What follows belongs to an exercise in optimizing a design on an open flow for small area, a short achievable clock period and few clock cycles per item; a production flow would make more cautious choices. Function was checked by simulation only, so behaviour that the tests miss may differ from the original. Power figures rest on the tool's default switching activity, not on a simulated workload.

==> design/flow/config.mk <==
export PLATFORM = sky130hd
export DESIGN_NAME = tonecodec_decs
export DESIGN_NICKNAME = tonecodec_decs
export VERILOG_FILES = /design/flow/design.v
export SDC_FILE = /design/flow/constraint.sdc
export NUM_CORES = 4
export LEC_CHECK = 0
export CAP_MARGIN = 20
export CORE_MARGIN = 2
export CORE_UTILIZATION = 30
export PLACE_DENSITY = 0.45
export SLEW_MARGIN = 20
export SYNTH_MEMORY_MAX_BITS = 8192
==> design/flow/design.v <==
module tonecodec_decs (
    input  wire        clk,
    input  wire        rst,           
    input  wire        cmd_valid,
    input  wire [31:0] cmd_data,
    output wire        cmd_ready,
    output wire        chr_valid,
    output wire [7:0]  chr_data,
    input  wire        chr_ready,
    output wire [6:0]  status,
    output wire [8:0]  scnt
);
    localparam integer NU   = 7;                       
    localparam integer KU   = 40 % NU;                 
    localparam integer KP   = 40 / NU;                 
    localparam integer TEND = 8 * KU + 80 * (KP + 1) + 3 + 13;
    function automatic [3:0] quant_bin(input [7:0] k);
        if (k <= 8'd6)        quant_bin = 4'd0;
        else if (k <= 8'd12)  quant_bin = 4'd1;
        else if (k <= 8'd20)  quant_bin = 4'd2;
        else if (k <= 8'd28)  quant_bin = 4'd3;
        else if (k <= 8'd36)  quant_bin = 4'd4;
        else if (k <= 8'd44)  quant_bin = 4'd5;
        else if (k <= 8'd56)  quant_bin = 4'd6;
        else if (k <= 8'd72)  quant_bin = 4'd7;
        else if (k <= 8'd88)  quant_bin = 4'd8;
        else if (k <= 8'd128) quant_bin = 4'd9;
        else                  quant_bin = 4'd10;
    endfunction
    function automatic [11:0] sig_sorted(input [4:0] s);
        reg [3:0] lo, mi, hi, t;
        begin
            case (s / 9)
                0: lo = 4'd2;
                1: lo = 4'd3;
                default: lo = 4'd5;
            endcase
            case ((s / 3) % 3)
                0: mi = 4'd4;
                1: mi = 4'd6;
                default: mi = 4'd8;
            endcase
            case (s % 3)
                0: hi = 4'd7;
                1: hi = 4'd9;
                default: hi = 4'd10;
            endcase
            if (lo > mi) begin t = lo; lo = mi; mi = t; end
            if (mi > hi) begin t = mi; mi = hi; hi = t; end
            if (lo > mi) begin t = lo; lo = mi; mi = t; end
            sig_sorted = {hi, mi, lo};
        end
    endfunction
    localparam ST_UNREC = 0;
    localparam ST_DEGEN = 1;
    localparam ST_UNDER = 4;
    localparam ST_OVER  = 5;
    localparam ST_ILL   = 6;
    reg  [6:0] status_q;
    reg  [8:0] scnt_q;
    reg        rdy_q;
    reg        busy_q;           
    reg        chv_q;
    reg  [7:0] chr_q;
    reg        full_q;           
    assign cmd_ready = rdy_q;
    assign chr_valid = chv_q;
    assign chr_data  = chr_q;
    assign status    = status_q;
    assign scnt      = scnt_q;
    wire [7:0] opc = cmd_data[31:24];
    wire       z24 = (cmd_data[23:0] == 24'd0);
    wire       z8  = (cmd_data[23:16] == 8'd0);
    wire c_nop  = (opc == 8'h00) && z24;
    wire c_decs = (opc == 8'h07) && z24;
    wire c_lds  = (opc == 8'h09) && z8;
    wire c_ends = (opc == 8'h0A) && z24;
    wire c_clrf = (opc == 8'h0B) && z24;
    wire c_rst  = (opc == 8'h0C) && z24;
    wire c_ill  = !(c_nop || c_decs || c_lds || c_ends || c_clrf || c_rst);
    wire acc      = cmd_valid && rdy_q;
    wire s_full   = (scnt_q == 9'd320);
    wire s_zero   = (scnt_q == 9'd0);
    wire a_lds    = acc && c_lds && !s_full;          
    wire a_lds0   = a_lds && s_zero;                  
    wire a_decsf  = acc && c_decs && s_full;          
    wire a_abort  = acc && (c_ends || c_rst);         
    reg [5119:0] ring;
    reg          wr_q;
    reg  [15:0]  din_q;
    reg  [8:0]   ws;
    reg          wrote_q;        
    wire [8:0] ws_inc = (ws == 9'd319) ? 9'd0 : ws + 9'd1;
    wire [8:0] ws_n   = a_lds0 ? 9'd319 : ws_inc;
    wire [8:0] ws_p3  = (ws >= 9'd317) ? ws - 9'd317 : ws + 9'd3;
    always @(posedge clk) begin
        ring <= {ring[5103:0], wr_q ? din_q : ring[5119:5104]};
        din_q <= cmd_data[15:0];
    end
    reg        run_q, spec_q, res_v;
    reg  [9:0] tau;              
    reg  [6:0] tm;               
    reg  [2:0] tdiv;             
    reg  [6:0] la;               
    reg        la80;             
    reg  [8:0] gc;               
    reg  [7:0] res_chr;
    reg        res_unrec, res_degen;
    wire start   = !run_q && !res_v && (ws == 9'd240) && (wrote_q || full_q) && !a_abort;
    wire go      = run_q || start;
    wire done    = run_q && (tau == TEND);
    wire spec_bad = run_q && spec_q && !wrote_q;
    wire avail    = res_v || done;                    
    wire [7:0] a_chr   = res_v ? res_chr : dec_chr;
    wire       a_unrec = res_v ? res_unrec : dec_unrec;
    wire       a_degen = res_v ? res_degen : flat_q;
    wire commit   = (busy_q || a_decsf) && avail;     
    reg [74:0] tm0, tm1, tm2, tm3;
    reg [7:0]  tk0, tk1, tk2, tk3;
    reg        tv0, tv1, tv2, tv3;
    reg [74:0] fref;
    reg        fseen, flat_q;
    reg [3:0]  q0, q1, q2, q3, qt;
    reg        fnd;
    reg [4:0]  fsym;
    reg [7:0]  dec_chr;
    reg        dec_unrec;
    integer    i;
    always @(*) begin
        qt = 4'd0;
        q0 = quant_bin(tk0);
        q1 = quant_bin(tk1);
        q2 = quant_bin(tk2);
        q3 = quant_bin(tk3);
        if (q0 > q1) begin qt = q0; q0 = q1; q1 = qt; end
        if (q2 > q3) begin qt = q2; q2 = q3; q3 = qt; end
        if (q0 > q2) begin qt = q0; q0 = q2; q2 = qt; end
        if (q1 > q3) begin qt = q1; q1 = q3; q3 = qt; end
        if (q1 > q2) begin qt = q1; q1 = q2; q2 = qt; end
        fnd  = 1'b0;
        fsym = 5'd0;
        for (i = 0; i < 27; i = i + 1) begin
            if (sig_sorted(i[4:0]) == {q3, q2, q1}) begin
                fnd  = 1'b1;
                fsym = i[4:0];
            end
        end
        dec_unrec = 1'b0;
        if (flat_q) begin
            dec_chr   = 8'h2A;
            dec_unrec = 1'b1;
        end else if (!fnd) begin
            dec_chr   = 8'h2A;
            dec_unrec = 1'b1;
        end else if (fsym == 5'd26)
            dec_chr = 8'h20;
        else if (q0 != 4'd0)
            dec_chr = 8'h41 + {3'd0, fsym};
        else
            dec_chr = 8'h61 + {3'd0, fsym};
    end
    wire busy_n = (busy_q || a_decsf) && !avail;
    wire chv_n  = (chv_q && !chr_ready) || commit;
    wire full_n = (scnt_q == 9'd320 && !(acc && (c_ends || c_rst || c_decs))) ||
                  (a_lds && scnt_q == 9'd319);
    wire rdy_b  = (acc && (a_lds || c_ends || c_rst || (c_decs && s_full))) ||
                  s_zero || s_full || (ws_p3 == scnt_q);
    wire rdy_n  = rdy_b && !busy_n && !(chv_n && full_n);
    always @(posedge clk) begin
        if (rst) begin
            status_q <= 7'd0;
            scnt_q   <= 9'd0;
            rdy_q    <= 1'b1;
            busy_q   <= 1'b0;
            chv_q    <= 1'b0;
            chr_q    <= 8'd0;
            full_q   <= 1'b0;
            wr_q     <= 1'b0;
            wrote_q  <= 1'b0;
            ws       <= 9'd0;
            run_q    <= 1'b0;
            spec_q   <= 1'b0;
            res_v    <= 1'b0;
            res_chr  <= 8'd0;
            res_unrec <= 1'b0;
            res_degen <= 1'b0;
        end else begin
            rdy_q   <= rdy_n;
            busy_q  <= busy_n;
            chv_q   <= chv_n;
            wr_q    <= a_lds;
            wrote_q <= wr_q;
            ws      <= ws_n;
            if (acc) begin
                if (c_ill) status_q[ST_ILL] <= 1'b1;
                if (c_lds) begin
                    if (s_full) status_q[ST_OVER] <= 1'b1;
                    else scnt_q <= scnt_q + 9'd1;
                end
                if (c_ends) scnt_q <= 9'd0;
                if (c_clrf) status_q <= 7'd0;
                if (c_rst) begin
                    scnt_q   <= 9'd0;
                    status_q <= 7'd0;
                end
                if (c_decs) begin
                    if (!s_full) status_q[ST_UNDER] <= 1'b1;
                    else scnt_q <= 9'd0;
                end
            end
            if (a_lds && scnt_q == 9'd319) full_q <= 1'b1;
            if (start) begin
                run_q  <= 1'b1;
                spec_q <= !full_q;
            end
            if (run_q && tm == 7'd78) spec_q <= 1'b0;
            if (done) run_q <= 1'b0;
            if (done) begin
                res_v     <= 1'b1;
                res_chr   <= dec_chr;
                res_unrec <= dec_unrec;
                res_degen <= flat_q;
            end
            if (commit) begin
                chr_q <= a_chr;
                if (a_degen) status_q[ST_DEGEN] <= 1'b1;
                if (a_unrec) status_q[ST_UNREC] <= 1'b1;
                res_v  <= 1'b0;
                full_q <= 1'b0;
            end
            if (spec_bad) run_q <= 1'b0;
            if (a_abort) begin
                run_q  <= 1'b0;
                res_v  <= 1'b0;
                full_q <= 1'b0;
            end
        end
    end
    always @(posedge clk) begin
        if (go) begin
            if (!run_q) begin
                tau <= 10'd0; tm <= 7'd0; tdiv <= 3'd0;
            end else begin
                tau <= tau + 10'd1;
                if (tm == 7'd79) begin tm <= 7'd0; tdiv <= tdiv + 3'd1; end
                else tm <= tm + 7'd1;
            end
            la   <= (la == 7'd79) ? 7'd0 : la + 7'd1;
            la80 <= la80 || (la == 7'd79);
            gc   <= (gc >= 9'd320 - NU) ? gc + NU - 9'd320 : gc + NU;
        end else begin
            la   <= 7'd1;
            la80 <= 1'b0;
            gc   <= NU;
        end
    end
    wire signed [15:0] x0 = ring[240*16 +: 16];
    wire signed [15:0] x1 = ring[160*16 +: 16];
    wire signed [15:0] x2 = ring[ 80*16 +: 16];
    wire signed [15:0] x3 = ring[  0*16 +: 16];
    wire signed [16:0] e02 = x0 + x2;
    wire signed [16:0] e13 = x1 + x3;
    reg  signed [17:0] ya, yb;
    reg  signed [16:0] yc, yd, ynd;
    always @(posedge clk) begin
        ya  <= e02 + e13;
        yb  <= e02 - e13;
        yc  <= x0 - x2;
        yd  <= x1 - x3;
        ynd <= x3 - x1;
    end
    wire [73:0] uo [0:NU-1];
    genvar gu;
    generate
        for (gu = 0; gu < NU; gu = gu + 1) begin : g_unit
            tonecodec_dft_unit #(.U(gu), .NUNITS(NU)) unit (
                .clk(clk), .go(go), .la(la), .la80(la80), .gc(gc), .tm(tm),
                .ya(ya), .yb(yb), .yc(yc), .yd(yd), .ynd(ynd),
                .o_re(uo[gu][73:37]), .o_im(uo[gu][36:0])
            );
        end
    endgenerate
    wire [3:0] du  = tm[6:3];
    wire [1:0] dc  = tm[1:0];
    wire [6:0] dk  = {3'd0, du} + NU * ({4'd0, tdiv} - 7'd1);
    wire       dv  = run_q && !tm[2] && (du < NU) && (tdiv != 3'd0) && (dk <= 7'd40);
    wire [73:0] din = (du < NU) ? uo[du] : 74'd0;
    wire signed [36:0] pin_re = din[73:37];
    wire signed [36:0] pin_im = din[36:0];
    reg signed [36:0] r0re, r0im, r1re, r1im, r2re, r2im;
    reg signed [37:0] ba_re, ba_im, bb_re, bb_im, bc_re, bc_im, bd_re, bd_im;
    reg        [5:0]  bk;
    reg               bv;
    always @(posedge clk) begin
        if (!tm[2]) begin
            case (dc)
                2'd0: begin r0re <= pin_re; r0im <= pin_im; end
                2'd1: begin r1re <= pin_re; r1im <= pin_im; end
                2'd2: begin r2re <= pin_re; r2im <= pin_im; end
                default: begin
                    ba_re <= r0re + r2re;   ba_im <= r0im + r2im;
                    bb_re <= r0re - r2re;   bb_im <= r0im - r2im;
                    bc_re <= r1re + pin_re; bc_im <= r1im + pin_im;
                    bd_re <= r1re - pin_re; bd_im <= r1im - pin_im;
                    bk    <= dk[5:0];
                end
            endcase
        end
    end
    always @(posedge clk) begin
        if (rst) bv <= 1'b0;
        else if (!tm[2] && dc == 2'd3) bv <= dv;
        else if (!run_q) bv <= 1'b0;
    end
    wire [2:0] oph = {~tm[2], tm[1:0]};
    wire [1:0] of  = oph[2:1];
    wire       opt = oph[0];
    reg signed [38:0] opa, vsum;
    reg        [7:0]  obin;
    reg               ovalid;
    always @(*) begin
        opa = of[0] ? (opt ? bb_im : bb_re) : (opt ? ba_im : ba_re);
        case ({of, opt})
            3'b000: vsum = opa + bc_re;
            3'b001: vsum = opa + bc_im;
            3'b010: vsum = opa - bd_im;
            3'b011: vsum = opa + bd_re;
            3'b100: vsum = opa - bc_re;
            3'b101: vsum = opa - bc_im;
            3'b110: vsum = opa + bd_im;
            default: vsum = opa - bd_re;
        endcase
        case (of)
            2'd0: obin = {2'd0, bk};
            2'd1: obin = 8'd80 + {2'd0, bk};
            2'd2: obin = 8'd160 - {2'd0, bk};
            default: obin = 8'd80 - {2'd0, bk};
        endcase
        ovalid = bv && !(of == 2'd2 && bk == 6'd40) &&
                 !(of == 2'd3 && (bk == 6'd0 || bk == 6'd40));
    end
    reg [37:0] av;
    reg [7:0]  av_bin;
    reg        av_v, av_im;
    reg [75:0] sqr;
    reg [7:0]  sq_bin;
    reg        sq_v, sq_im;
    reg [74:0] sre;
    reg [74:0] mg;
    reg [7:0]  mg_bin;
    reg        mg_v;
    always @(posedge clk) begin
        av     <= vsum[38] ? -vsum[37:0] : vsum[37:0];
        av_bin <= obin;
        av_im  <= opt;
        sqr    <= av * av;
        sq_bin <= av_bin;
        sq_im  <= av_im;
        if (!sq_im) sre <= sqr[74:0];
        mg     <= sre + sqr[74:0];
        mg_bin <= sq_bin;
    end
    always @(posedge clk) begin
        if (rst) begin
            av_v <= 1'b0; sq_v <= 1'b0; mg_v <= 1'b0;
        end else begin
            av_v <= ovalid && opt;
            sq_v <= av_v;
            mg_v <= sq_v;
        end
    end
    wire b0 = !tv0 || (mg > tm0) || (mg == tm0 && mg_bin < tk0);
    wire b1 = !tv1 || (mg > tm1) || (mg == tm1 && mg_bin < tk1);
    wire b2 = !tv2 || (mg > tm2) || (mg == tm2 && mg_bin < tk2);
    wire b3 = !tv3 || (mg > tm3) || (mg == tm3 && mg_bin < tk3);
    always @(posedge clk) begin
        if (rst || start) begin
            tv0 <= 1'b0; tv1 <= 1'b0; tv2 <= 1'b0; tv3 <= 1'b0;
            fseen <= 1'b0; flat_q <= 1'b1;
        end else if (mg_v) begin
            if (!fseen) begin
                fseen <= 1'b1;
                fref  <= mg;
            end else if (mg != fref) flat_q <= 1'b0;
            if (b0) begin
                tm3 <= tm2; tk3 <= tk2; tv3 <= tv2;
                tm2 <= tm1; tk2 <= tk1; tv2 <= tv1;
                tm1 <= tm0; tk1 <= tk0; tv1 <= tv0;
                tm0 <= mg;  tk0 <= mg_bin; tv0 <= 1'b1;
            end else if (b1) begin
                tm3 <= tm2; tk3 <= tk2; tv3 <= tv2;
                tm2 <= tm1; tk2 <= tk1; tv2 <= tv1;
                tm1 <= mg;  tk1 <= mg_bin; tv1 <= 1'b1;
            end else if (b2) begin
                tm3 <= tm2; tk3 <= tk2; tv3 <= tv2;
                tm2 <= mg;  tk2 <= mg_bin; tv2 <= 1'b1;
            end else if (b3) begin
                tm3 <= mg;  tk3 <= mg_bin; tv3 <= 1'b1;
            end
        end
    end
endmodule
module tonecodec_dft_unit #(
    parameter integer U = 0,
    parameter integer NUNITS = 7
) (
    input  wire               clk,
    input  wire               go,
    input  wire [6:0]         la,
    input  wire               la80,
    input  wire [8:0]         gc,
    input  wire [6:0]         tm,
    input  wire signed [17:0] ya,
    input  wire signed [17:0] yb,
    input  wire signed [16:0] yc,
    input  wire signed [16:0] yd,
    input  wire signed [16:0] ynd,
    output wire signed [36:0] o_re,
    output wire signed [36:0] o_im
);
    function automatic [14:0] qtab(input [6:0] i);
        case (i)
            7'd0: qtab = 15'd16384;
            7'd1: qtab = 15'd16381;
            7'd2: qtab = 15'd16371;
            7'd3: qtab = 15'd16356;
            7'd4: qtab = 15'd16333;
            7'd5: qtab = 15'd16305;
            7'd6: qtab = 15'd16270;
            7'd7: qtab = 15'd16229;
            7'd8: qtab = 15'd16182;
            7'd9: qtab = 15'd16129;
            7'd10: qtab = 15'd16069;
            7'd11: qtab = 15'd16003;
            7'd12: qtab = 15'd15931;
            7'd13: qtab = 15'd15853;
            7'd14: qtab = 15'd15769;
            7'd15: qtab = 15'd15679;
            7'd16: qtab = 15'd15582;
            7'd17: qtab = 15'd15480;
            7'd18: qtab = 15'd15371;
            7'd19: qtab = 15'd15257;
            7'd20: qtab = 15'd15137;
            7'd21: qtab = 15'd15011;
            7'd22: qtab = 15'd14879;
            7'd23: qtab = 15'd14741;
            7'd24: qtab = 15'd14598;
            7'd25: qtab = 15'd14449;
            7'd26: qtab = 15'd14295;
            7'd27: qtab = 15'd14135;
            7'd28: qtab = 15'd13970;
            7'd29: qtab = 15'd13799;
            7'd30: qtab = 15'd13623;
            7'd31: qtab = 15'd13441;
            7'd32: qtab = 15'd13255;
            7'd33: qtab = 15'd13063;
            7'd34: qtab = 15'd12867;
            7'd35: qtab = 15'd12665;
            7'd36: qtab = 15'd12458;
            7'd37: qtab = 15'd12247;
            7'd38: qtab = 15'd12031;
            7'd39: qtab = 15'd11810;
            7'd40: qtab = 15'd11585;
            7'd41: qtab = 15'd11356;
            7'd42: qtab = 15'd11121;
            7'd43: qtab = 15'd10883;
            7'd44: qtab = 15'd10641;
            7'd45: qtab = 15'd10394;
            7'd46: qtab = 15'd10143;
            7'd47: qtab = 15'd9889;
            7'd48: qtab = 15'd9630;
            7'd49: qtab = 15'd9368;
            7'd50: qtab = 15'd9102;
            7'd51: qtab = 15'd8833;
            7'd52: qtab = 15'd8561;
            7'd53: qtab = 15'd8285;
            7'd54: qtab = 15'd8006;
            7'd55: qtab = 15'd7723;
            7'd56: qtab = 15'd7438;
            7'd57: qtab = 15'd7150;
            7'd58: qtab = 15'd6859;
            7'd59: qtab = 15'd6566;
            7'd60: qtab = 15'd6270;
            7'd61: qtab = 15'd5971;
            7'd62: qtab = 15'd5671;
            7'd63: qtab = 15'd5368;
            7'd64: qtab = 15'd5063;
            7'd65: qtab = 15'd4756;
            7'd66: qtab = 15'd4447;
            7'd67: qtab = 15'd4137;
            7'd68: qtab = 15'd3825;
            7'd69: qtab = 15'd3511;
            7'd70: qtab = 15'd3196;
            7'd71: qtab = 15'd2880;
            7'd72: qtab = 15'd2563;
            7'd73: qtab = 15'd2245;
            7'd74: qtab = 15'd1926;
            7'd75: qtab = 15'd1606;
            7'd76: qtab = 15'd1285;
            7'd77: qtab = 15'd965;
            7'd78: qtab = 15'd643;
            7'd79: qtab = 15'd322;
            7'd80: qtab = 15'd0;
            default: qtab = 15'd0;
        endcase
    endfunction
    reg  [5:0] k;                
    reg  [8:0] mm;               
    reg  [1:0] mode;             
    reg  signed [15:0] cq, sq;   
    wire sw = la80 && (la == 8 * U);
    wire [10:0] s1 = {2'd0, mm} + {5'd0, k} + (sw ? {2'd0, gc} : 11'd0);
    wire [8:0]  s1r = (s1 >= 11'd640) ? s1 - 11'd640 :
                      (s1 >= 11'd320) ? s1 - 11'd320 : s1[8:0];
    wire [1:0] qd = (mm < 9'd80) ? 2'd0 : (mm < 9'd160) ? 2'd1 : (mm < 9'd240) ? 2'd2 : 2'd3;
    wire [8:0] rr = mm - {qd, 4'd0} * 7'd5;           
    wire [14:0] qa = qtab(rr[6:0]);
    wire [14:0] qb = qtab(7'd80 - rr[6:0]);
    wire signed [15:0] pa = {1'b0, qa};
    wire signed [15:0] pb = {1'b0, qb};
    reg  signed [15:0] tc, ts;
    always @(*) begin
        case (qd)
            2'd0: begin tc =  pa; ts =  pb; end
            2'd1: begin tc = -pb; ts =  pa; end
            2'd2: begin tc = -pa; ts = -pb; end
            default: begin tc = pb; ts = -pa; end
        endcase
    end
    always @(posedge clk) begin
        if (go) begin
            k  <= sw ? k + NUNITS : k;
            mm <= s1r;
        end else begin
            k  <= U;
            mm <= 9'd0;
        end
        mode <= k[1:0];
        cq   <= tc;
        sq   <= ts;
    end
    wire signed [17:0] yre = mode[0] ? {yc[16], yc} : (mode[1] ? yb : ya);
    wire signed [17:0] yim = mode[0] ? (mode[1] ? {ynd[16], ynd} : {yd[16], yd}) : 18'sd0;
    reg signed [36:0] r0, r1, r2, r3, i0, i1, i2, i3;
    wire first = (tm[6:2] == 2 * U);
    wire signed [36:0] bre = first ? 37'sd0 : r0;
    wire signed [36:0] bim = first ? 37'sd0 : i0;
    wire signed [36:0] nre = bre + yre * cq - yim * sq;
    wire signed [36:0] nim = bim + yre * sq + yim * cq;
    always @(posedge clk) begin
        r0 <= r1; r1 <= r2; r2 <= r3; r3 <= nre;
        i0 <= i1; i1 <= i2; i2 <= i3; i3 <= nim;
    end
    assign o_re = r0;
    assign o_im = i0;
endmodule
==> design/flow/run.sh <==
#!/bin/bash
# synth_recipe.tcl (not shown) runs the flow's synth.tcl, then flattens the netlist and writes it again
# the make line also repeats each setting of config.mk as NAME=value (left out here)
make -C /OpenROAD-flow-scripts/flow DESIGN_CONFIG=/design/flow/config.mk WORK_HOME=/design/flow/orfs CLKGATE_MAP_FILE= SYNTH_SCRIPT=/design/flow/synth_recipe.tcl finish
==> design/flow/constraint.sdc <==
create_clock -name core_clock -period 30.0 [get_ports {clk}]
set_input_delay 6.0000 -clock core_clock [delete_from_list [all_inputs] [get_ports {clk}]]
set_output_delay 6.0000 -clock core_clock [all_outputs]
set_load 0.01 [all_outputs]
==> impl_metrics.json <==
{
  "cts_tree": "done",
  "synthArstFlopShare": 0,
  "synth_area_leaders": "fa_1 (30%), dfxtp_1 (24%), ha_1 (8.6%), inv_1 (6.8%), edfxtp_1 (4.7%)",
  "rsz0062_at_grt": "false",
  "critPathKind": "flop to flop",
  "drt_iter0_drc": 30700,
  "setup-violations-final": 0,
  "crit_path_frequent_cell": "fa_1",
  "crit_path_end": "g_unit[0].unit.i3[35]$_DFF_P_",
  "io_pins": 62,
  "grt_pass1_vias": 454000,
  "hpwl_um": 1630000,
  "clock_path_buffers": 6,
  "hold_path.class": "flop to flop",
  "syn_area_um2": 653000,
  "max_stage_delay_ps": 1090,
  "crit_slowest_cell": "dfxtp_2",
  "grt_max_degree": 94,
  "cp-start-kind": "flop",
  "ys.flop_type": "dfxtp_1",
  "wl_per_cell_um": 22.3,
  "worst_slew_pin_slew_ps": 1320,
  "cts.htree.levels": 6,
  "synthCells": 64800,
  "cts_buffers": 951,
  "finalMaxSlewViolations": 0,
  "coreArea_um2": 2170000,
  "die_w_um": 1480,
  "fin_setup_tns_ps": 0,
  "syn_avg_cell_area_um2": 10.1,
  "power_per_cell_area_nw_per_um2": 35.3,
  "finClkSkew_ps": 237,
  "drt-vias-per-instance": 4.64,
  "yosysSeqAreaShare": 0.290,
  "cts_hold_buffers": 0,
  "area_delta_synth_final_pct": 10.9,
  "endpoint_kind": "flop",
  "finalNetCount": 78600,
  "r2r_slack_ps": 17690,
  "wl_um": 2100000,
  "place_ws_ps": 17870,
  "ir_drop_mv": 0.0881,
  "via_count": 438000,
  "status": "timing/DRC/antenna clean",
  "port_buffers": 59,
  "arrival_ps": 13510,
  "synth_area_leader_cell": "fa_1",
  "clkSinkCount": 8955,
  "grt_pass1_wl_um": 3120000,
  "crit_fanout": 28,
  "start_util": 0.300,
  "ys.warnings.count": 8,
  "detail-route-antenna-nets": 0,
  "period_minus_slack_ps": 12310,
  "synth-edff-count": 1029,
  "fin_ws_ps": 17690,
  "hold_path.startpoint": "g_unit[1].unit.r2[25]$_DFF_P_",
  "grt_util_all_layers": 0.192,
  "cts_resized": 0,
  "root_buffer": "clkbuf_16",
  "yosysTopAreaCellShare": 0.300,
  "max_freq_ghz": 0.0812,
  "cts_setup_buffers": 0,
  "p_leak_uw": 0.308,
  "worstPathRequired_ps": 31200,
  "reg2reg_to": "g_unit[0].unit.i3[35]$_DFF_P_",
  "fillCellCount": 223000,
  "finalCritPeriodShare": 0.410,
  "die_area_um2": 2190000,
  "drc_errors": 0,
  "gp_congestion": 0.924,
  "antenna_found_initial": 242,
  "dieHeight_um": 1480,
  "r2r_cells": 35,
  "rows": 542,
  "r2r_start": "yd[11]$_DFF_P_",
  "synth_common_cells": "inv_1 (11800), fa_1 (9766), dfxtp_1 (7926)",
  "drive_gt1_frac": 0.0595,
  "maxSlewHeadroom": 0.123,
  "yosysMostFrequentCell": "inv_1",
  "hold_violations": 0,
  "synth_seq_cells": 8955,
  "dr.pass1.iters": 10,
  "overflow": 0,
  "clk_pin_slew_ps": 70,
  "drv_cap": 0,
  "clock_latency_ps": 1480,
  "crit_start": "yd[11]$_DFF_P_",
  "synth_cell_type_count": 95
}
==> registers in the layout, indices dropped and copies added, names as in the netlist, 74 cells and up <==
name,flops
g_unit.unit.r1,259
fref,75
tm3,75
g_unit.unit.cq,112
tm0,75
g_unit.unit.i0,259
ring,5120
g_unit.unit.r0,259
g_unit.unit.sq,112
tm2,75
g_unit.unit.r3,259
sre,74
tm1,75
g_unit.unit.i2,259
mg,75
g_unit.unit.r2,259
sqr,74
g_unit.unit.i1,259
g_unit.unit.i3,259
==> stage by stage <==
| step | hold slack [ps] | area [µm²] | power [µW] | std cells | utilization |
|---|---|---|---|---|---|
| floorplan | 310 | 653000 | 13300 | 64800 | - |
| global placement | 309 | 691000 | 13700 | 92200 | 0.318 |
| detailed placement | 312 | 691000 | 13700 | 92200 | 0.318 |
| CTS | 142 | 723000 | 25900 | 93900 | 0.333 |
| global route | 149 | 724000 | 26500 | 94100 | 0.333 |
| finish | 131 | 724000 | 25500 | 94300 | 0.333 |
==> metal layers <==
metal	vias to the layer above	GRT usage	wire length, µm	share of wire
li1	201000	-	-	-
met1	223000	0.262	940000	0.45
met2	11200	0.298	923000	0.44
met3	2467	0.0311	124000	0.059
met4	62	0.0873	114000	0.054
met5	-	0	405	0.00019
==> cells by family after synthesis <==
kind of cell / synth area share
and+or+nand+nor: 0.121
other: 0.00000575
buffers and inverters: 0.0838
muxes: 0.0128
DFF: 0.290
adders and majority gates: 0.386
xor gates and xnor gates: 0.0351
AOI/OAI and AO/OA: 0.0715
==> critical path, delay by kind of cell (launching register included) <==
family | cells | cell delay [ps]
AO/OA/AOI/OAI | 12 | 3780
XOR/XNOR | 2 | 360
adder cells (fa/ha/maj) | 9 | 3770
buffers and inverters | 6 | 1080
flip-flops | 1 | 1090
multiplexers | 1 | 280
AND/OR/NAND/NOR | 5 | 1700
==> power breakdown <==
part	total, µW	internal, µW	switching (µW)
Sequential	12500	12300	196
Clock	12100	7060	5040
Combinational	933	390	543
Total	25500	19800	5780
==> worst min path at each step <==
stage,cells past startpoint,end
CTS,0,g_unit[1].unit.r1[25]$_DFF_P_
finish,0,g_unit[1].unit.r1[25]$_DFF_P_
detailed placement,0,g_unit[2].unit.i0[7]$_DFF_P_
global route,0,g_unit[1].unit.r1[25]$_DFF_P_
floorplan,0,g_unit[0].unit.i0[0]$_DFF_P_
global placement,0,g_unit[0].unit.i1[24]$_DFF_P_
==> cells in the final DEF, fill, tap and decap left out, drive strengths merged, types with 429 or more instances in the layout <==
cell type	instances
inv	11900
xnor2	1885
nor2	2179
nor2b	537
nand3	646
fa	9766
xor2	727
and2	3592
nor3	822
nand2	6694
edfxtp	1029
clkbuf	1295
nand2b	541
buf	1226
ha	4491
a21oi	2036
o21ai	1733
dfxtp	7926
and3	443
a21o	429
==> final cells by class <==
type | count | area, µm² | share of cell area
inverters | 11900 | 44500 | 0.0615
repair buffers | 1286 | 9920 | 0.0137
well taps | 28800 | 36100 | 0.0498
diodes | 358 | 896 | 0.00124
multi-input cells | 41300 | 411000 | 0.567
clock inverters | 428 | 5210 | 0.00719
flip-flops and latches | 8955 | 190000 | 0.262
clock buffers | 1293 | 27000 | 0.0373
Testbench counts, summed over its fixed seeds: cycles 18,731, items 24.

-- separate check: timing with driven ports --
The flow's constraints put no driver on any port. The routed layout listed below was extracted and timed again, unchanged, in two steps. Step 1: set_driving_cell puts a clkbuf_16 on clk and a buf_2 on each other input, an assumption about the parent block. Step 2 adds t to the input delays and takes it off the output delays; t is the mean of the earliest and latest rising clock arrival at the registers after step 1. Input paths then give back, and output paths get back, about the clock's delay inside the block. Three values: ideal, step 1, step 2; two values: the first two.
shift t [ns]: 1.582
setup WS [ns]: 17.690 / 17.690 / 17.690
worst hold slack (ns): 0.131 / 0.131 / 0.131
After both steps this run still meets setup and hold. For this run, drivers alone change the setup slack by 0.000 ns; drivers and shift together by 0.000 ns.
